Source: an optimization exercise on an open RTL-to-GDS flow (aim: a short achievable clock period and few clock cycles per item). Production flows keep margins and buffers that such runs may drop.
Function was checked by simulation only, so behaviour that the tests miss may differ from the original.
Power figures rest on the tool's default switching activity, not on a simulated workload.

== maple ==
==> flow/design.v (excerpt) <==
module frame_codec (
    input  wire        clk,
    input  wire        rst,
    input  wire        cmd_valid,
    output wire        cmd_ready,
    input  wire [31:0] cmd_word,
    input  wire        cmd_has_data,
    input  wire [15:0] cmd_len,
    input  wire        cmd_has_cap,
    input  wire [15:0] cmd_cap,
    input  wire        in_valid,
    output wire        in_ready,
    input  wire [7:0]  in_data,
    output wire        out_valid,
    input  wire        out_ready,
    output wire [7:0]  out_data,
    output wire        rsp_valid,
    input  wire        rsp_ready,
    output wire [7:0]  rsp_status,
    output wire [15:0] rsp_topic,
    output wire [15:0] rsp_tag,
    output wire [31:0] rsp_value
);
    localparam [31:0] PREAMBLE = 32'h52534B31;
    localparam [7:0] ST_OK          = 8'h00;
    localparam [7:0] ST_MALFORMED   = 8'h02;
    localparam [7:0] ST_CHECKSUM    = 8'h03;
    localparam [7:0] ST_BUF_SMALL   = 8'h06;
    localparam [7:0] ST_NULL_INPUT  = 8'h09;
    localparam [7:0] ST_ENCODE_ERR  = 8'h0A;
  ...
==> flow/config.mk <==
export PLATFORM = sky130hd
export DESIGN_NAME = frame_codec
export DESIGN_NICKNAME = frame_codec
export VERILOG_FILES = /design/flow/design.v
export SDC_FILE = /design/flow/constraint.sdc
export NUM_CORES = 4
export LEC_CHECK = 0
export ABC_CLOCK_PERIOD_IN_PS = 2500
export CAP_MARGIN = 20
export CORE_MARGIN = 2
export CORE_UTILIZATION = 65
export CTS_CLUSTER_DIAMETER = 120
export CTS_CLUSTER_SIZE = 30
export PLACE_DENSITY = 0.8
export SETUP_SLACK_MARGIN = 5
export SLEW_MARGIN = 20
==> flow/constraint.sdc <==
create_clock -name core_clock -period 8.0 [get_ports {clk}]
set_input_delay 1.6000 -clock core_clock [delete_from_list [all_inputs] [get_ports {clk}]]
set_output_delay 1.6000 -clock core_clock [all_outputs]
set_load 0.01 [all_outputs]
standard.sh (not shown) runs the stock make flow with config.mk's settings and CLKGATE_MAP_FILE= SYNTH_SCRIPT=/design/flow/synth_recipe.tcl, a recipe that flattens the netlist after the stock synthesis.
==> flow/flow/run.sh <==
#!/bin/bash
set -euo pipefail
bash standard.sh SETUP_SLACK_MARGIN=5.6 finish > standard_flow.log 2>&1
Testbench counts of maple, summed over its fixed seeds: cycles 165,999, items 2,400.
## Diff of input files: zinc against maple
- changing PLACE_DENSITY from 0.8 to 0.85
- changing CORE_UTILIZATION from 65 to 70
==> flow/flow/run.sh <==
#!/bin/bash
set -euo pipefail
bash standard.sh SETUP_SLACK_MARGIN=6.0 finish > standard_flow.log 2>&1
Results
Among maple and zinc, a clean, completed layout was produced by maple alone.
zinc got as far as global routing, where a tool error ended the run.
On number of synthesized flops with an enable pin, maple tracks zinc almost exactly.
Post-CTS setup-driven buffer insertion count grows by more than 100% when moving from maple to zinc.
maple -> zinc: arithmetic-cell share of the synthesized area counting full adders, half adders and majority gates delta 0, exact match
On number of rows created at floorplan: between maple and zinc, it ends up lower for zinc.
zinc ended with less horizontal die dimension than maple.
On cell area after placement: zinc sits above maple.
As far as compound-cell area share of the yosys netlist goes, zinc and maple are indistinguishable; the numbers are identical.
Comparing maple and zinc, number of buffers inserted during clock tree synthesis is lower on maple.
zinc vs. maple: half-perimeter wire length after placement higher, cell count after placement saw a decrease, initial core utilization moved up.
The inputs of harbor differ from those of zinc as listed below.
- swapping 70 for 65 in CORE_UTILIZATION
- swapping 0.85 for 0.8 in PLACE_DENSITY
==> flow/run.sh (new file) <==
#!/bin/bash
# synth_recipe.tcl (not shown) runs the flow's synth.tcl, then flattens the netlist and writes it again
# the make line also repeats each setting of config.mk as NAME=value (left out here)
make -C /OpenROAD-flow-scripts/flow DESIGN_CONFIG=/design/flow/config.mk WORK_HOME=/design/flow/orfs CLKGATE_MAP_FILE= SYNTH_SCRIPT=/design/flow/synth_recipe.tcl finish
removed: flow/flow/run.sh
removed: flow/standard.sh
==> run notes <==
harbor completed every stage of the flow, and the final layout passed the timing, design-rule and antenna checks. Comparing zinc against harbor, there is no change at all in number of sinks on the clock net. On harbor: count of placed standard cells including taps is about 2% higher than what zinc gave. harbor vs. zinc: y dimension of the die rose by 14 µm, width of the die rose by 3.7%, initial cell density of the core fell by 5.4 points, row count rose by about 4.3%. Delta (harbor minus zinc): count of flip-flops with a built-in enable after synthesis has remained practically unchanged; post-CTS setup buffer count fell by 378; placement-stage cell area saw a decrease; post-cts sizing count decreased 1,737.

frame_codec, a different RTL version from the one above (not shown whole).
For scale: ~98000 sq um of cells after synthesis.
export LEC_CHECK = 0
export ABC_CLOCK_PERIOD_IN_PS = 2500
export CAP_MARGIN = 20
export CORE_MARGIN = 2
export CORE_UTILIZATION = 40
export PLACE_DENSITY = 0.6
export SETUP_SLACK_MARGIN = 5
export SLEW_MARGIN = 20
create_clock -name core_clock -period 8.0 [get_ports {clk}]
run.sh (not shown) runs the stock make flow with config.mk's settings and CLKGATE_MAP_FILE= SYNTH_SCRIPT=/design/flow/synth_recipe.tcl, a recipe that flattens the netlist after the stock synthesis.
Stock flow here: none of the scripts above is used.
The starting point ran to the end with no violations.
Testbench counts at the start, summed over its fixed seeds: cycles 165,963, items 2,400.
Change:
--- a/flow/config.mk
+++ b/flow/config.mk
@@ -10,4 +10,4 @@
 export CORE_MARGIN = 2
-export CORE_UTILIZATION = 40
-export PLACE_DENSITY = 0.6
+export CORE_UTILIZATION = 65
+export PLACE_DENSITY = 0.8
 export SETUP_SLACK_MARGIN = 5
Final cell count falls by 12%.
Global-route usage rises by 8.7 points.
Routed wire length falls by 7.1%.
Sequential power is about the same.
Total power falls by 1.8%.
Cell area falls by 2.1%.
Worst setup slack gets better by 0.0052 ns.
Synthesized cell count does not change.
Die area falls by 38%.
Combinational power falls by about 2%.
Clock skew falls by 0.024 ns.

==> what the ideal ports hide <==
In the flow no input, the clock included, has a driving cell. The finished layouts below were timed again as built, in two steps.
Step 1 assumes that a clkbuf_16 drives the clock port and a buf_2 every other input.
Step 2 adds t to the input delays and takes it off the output delays; t is the mean of the earliest and latest rising clock arrival at the registers after step 1. Input paths then give back, and output paths get back, about the clock's delay inside the block.
a / b / c = ideal / step 1 / step 2; a / b = the first two.
run	shift t [ns]	setup WS [ns]	slew at the worst register clock pin (ns)
maple	0.831	5.140 / 5.059 / 4.853	0.12 / 0.12
harbor	0.828	5.059 / 4.979 / 4.400	0.12 / 0.12
the first run of note 2	0.948	4.902 / 4.817 / 4.258	0.07 / 0.07
the second run of note 2	0.905	4.907 / 4.830 / 4.170	0.07 / 0.07
After both steps setup and hold are still met in every run listed. For the second run of note 2, which loses most, drivers alone change the setup slack by -0.077 ns; drivers and shift together by -0.737 ns.
